Context: an optimization exercise on an open-source flow, tuned for small area, a short achievable clock period and few clock cycles. The choices shown serve that exercise and are no tape-out recipe. In this exercise RTL edits were held to simulation tests only and were not proved equivalent to the original. Power figures rest on the tool's default switching activity, not on a simulated workload.

## run 1
// cic_checksum
module cic_checksum (
    input  wire        clk,
    input  wire        rst,           
    input  wire [2:0]  reg_raddr,
    output reg  [31:0] reg_rdata,
    input  wire        reg_we,
    input  wire [2:0]  reg_waddr,
    input  wire [31:0] reg_wdata,
    output wire        mem_req,
    output wire [18:0] mem_addr,
    input  wire [31:0] mem_rdata
);
    localparam [31:0] POLY      = 32'hEDB8_8320;
    localparam [31:0] FP_6101   = 32'h6170_A4A1;
    localparam [31:0] FP_6102   = 32'h90BB_6CB5;
    localparam [31:0] FP_6103   = 32'h0B05_0EE0;
    localparam [31:0] FP_6106   = 32'hACC8_580A;
    localparam [31:0] SEED_6101 = 32'hF8CA_4DDC;    
    localparam [31:0] SEED_6103 = 32'hA388_6759;
    localparam [31:0] SEED_6105 = 32'hDF26_F436;
    localparam [31:0] SEED_6106 = 32'h1FEA_617A;
    function [32:0] add32;
        input [31:0] a, b;
        input        ce;
        reg   [31:0] g, p, p0;
        integer l, i, j;
        begin
            g  = a & b & {32{ce}};
            p0 = a ^ b;
            p  = p0;
            for (l = 0; l < 5; l = l + 1)
                for (i = 0; i < 32; i = i + 1)
                    if (((i >> l) & 1) == 1) begin
                        j = ((i >> l) << l) - 1;
                        g[i] = g[i] | (p[i] & g[j]);
                        p[i] = p[i] & p[j];
                    end
            add32 = {g[31], p0 ^ {g[30:0], 1'b0}};
        end
    endfunction
    function [8:0] inc8;
        input [7:0] a;
  ...
Size: ~3000 cells after synthesis, roughly 370 flip-flops, roughly 130 I/O pins.
export LEC_CHECK = 0
export CAP_MARGIN = 5
export CORE_MARGIN = 2
export CORE_UTILIZATION = 40
export CTS_CLUSTER_DIAMETER = 100
export CTS_CLUSTER_SIZE = 24
export SETUP_SLACK_MARGIN = 4.9
export SLEW_MARGIN = 5
create_clock -name core_clock -period 10.0 [get_ports {clk}]
standard.sh (not shown) runs the stock make flow with config.mk's settings and CLKGATE_MAP_FILE= SYNTH_SCRIPT=/design/flow/synth_recipe.tcl, a recipe that flattens the netlist after the stock synthesis.
==> flow/flow/run.sh <==
#!/bin/bash
# Standard layout, except that the port buffers buffer_ports inserts are
# sky130_fd_sc_hd__buf_1 instead of the delay-cell buffer it picks by default,
# and the fanout buffers ABC inserted are removed at floorplan (the resizer
# buffers what still needs it).
set -euo pipefail
export BUFFER_PORTS_ARGS="-buffer_cell sky130_fd_sc_hd__buf_1"
export REMOVE_ABC_BUFFERS=1
bash standard.sh > standard_flow.log 2>&1
Testbench counts of run 1, summed over its fixed seeds: cycles 2,121,516.
The inputs of run 2 differ from those of run 1 as listed below.
Settings: changing CORE_UTILIZATION from 40 to 45; changing CAP_MARGIN from 5 to 20; changing SLEW_MARGIN from 5 to 20.
Findings:
- Run 2: hold slack 0.0046 ns above run 1
- Against run 1 as the reference, run 2 delivers a lower minimum clock period.
- Run 2 — part of the power in registers 0.7 points lower, run 1 as reference
- Per the comparison of run 2 with run 1, core utilization has increased; worst setup slack has increased; total instance count after detailed placement has decreased; final area has increased.
- Power consumption, run 2 and run 1: lower on run 1
What run 3 does differently from run 2 at the input level:
Settings: CORE_UTILIZATION changed from 45 to 40; SETUP_SLACK_MARGIN changed from 4.9 to 4.6.
==> comparison <==
The standard cells in run 3 occupy less silicon area than those in run 2 do.
Run 3 ends up with lower detailed-route wire length on metal 1 than run 2 does.
Going from run 2 to run 3, number of stages on the worst setup path shrinks by 2.
Run 2 -> run 3: final sequential cell count delta 0, exact match
In run 3, the switching part of the total came out 0.35 points above the value in run 2.
Total power of run 3 is lower than that of run 2.
The cell at the slowest stage of the critical path comes out sky130_fd_sc_hd__buf_2 in one run and sky130_fd_sc_hd__a22oi_1 in the other, namely in run 3 and run 2 respectively.
#### Input delta (run 4 over run 3)
Settings: a change of SETUP_SLACK_MARGIN from 4.6 to 4.95.
==> results.txt <==
Run 4 finished all stages; the layout is clean.
In summary, run 3 completed successfully, with a layout that passed the timing, design-rule and antenna checks.
A critical-path cell with the highest stage delay of sky130_fd_sc_hd__buf_2 is what run 3 shows, while sky130_fd_sc_hd__and2_4 belongs to run 4.
Diff run 3 -> run 4: final-report hold violation count saw little to no change, DRC marker count from the first detailed-route iteration saw a decrease, synthesized area saw little to no change.
## Diff of input files: run 5 against run 4
Settings: SETUP_SLACK_MARGIN changed from 4.95 to 4.8.
Notes after the runs:
Run 5 has completed all stages; timing, DRC and antenna checks passed.
From run 4 to run 5 the numbers moved as follows: reported clock group power now sits at about the same level; global-route wire length before repair moved down; combinational fraction of design power went down by 0.5 points; total global routing track utilization went down 0.35 points.
Looking at worst setup path endpoint, the reg_rdata[8] result is from run 4; the reg_rdata[16] one comes from run 5.
Setup changes, run 5 to run 6
Settings: an added PLACE_DENSITY of 0.7; a change of SETUP_SLACK_MARGIN from 4.8 to 4.9.
Notes after the runs:
In the flow results for run 5 and run 6, the total clock buffers created by CTS is larger on run 6. Setup slack: run 6 more than run 5. Run 6 was carried through to the last stage, and its layout satisfied the timing, design-rule and antenna checks. Going from run 5 to run 6, switching share of power roughly the same; cell area rose 450 µm²; total power grew by about 2%; part of the total power dissipated in the clock network moved up; routed wire length dropped about 6%. In the reports for run 5 and run 6, the smaller multi-input combinational cell area belongs to run 5.

==> what the ideal ports hide <==
No port has a modelled driver above. Below, the same layouts with a new extraction and two added sets of constraints. Step 1 (the two cells are an assumption about what drives the block):
set clk [get_ports {clk}]
set_driving_cell -lib_cell sky130_fd_sc_hd__clkbuf_16 $clk
set_driving_cell -lib_cell sky130_fd_sc_hd__buf_2 [delete_from_list [all_inputs] $clk]
Step 2 times the ports against the registers' clock, not the clock port: input delays grow and output delays shrink by t, the midpoint of the rising clock arrivals with the driver on. Three values: ideal ports, drivers, drivers and shift; two values: the first two.
run	t, ns	slack for setup (ns)	worst setup path after step 2	slew at the worst register clock pin (ns)
run 1	0.629	4.928 / 4.832 / 4.792	input to register	0.11 / 0.11
run 2	0.625	4.936 / 4.856 / 4.856	input to output	0.10 / 0.10
run 3	0.631	4.656 / 4.607 / 4.607	input to output	0.11 / 0.11
run 4	0.627	4.942 / 4.805 / 4.740	input to register	0.11 / 0.11
run 5	0.627	4.818 / 4.738 / 4.600	input to register	0.11 / 0.11
run 6	0.641	4.915 / 4.807 / 4.807	input to output	0.11 / 0.11
After both steps setup and hold are still met in every run listed. The setup slack of run 5, which loses most, moves by -0.080 ns with the drivers and by -0.218 ns with both steps.
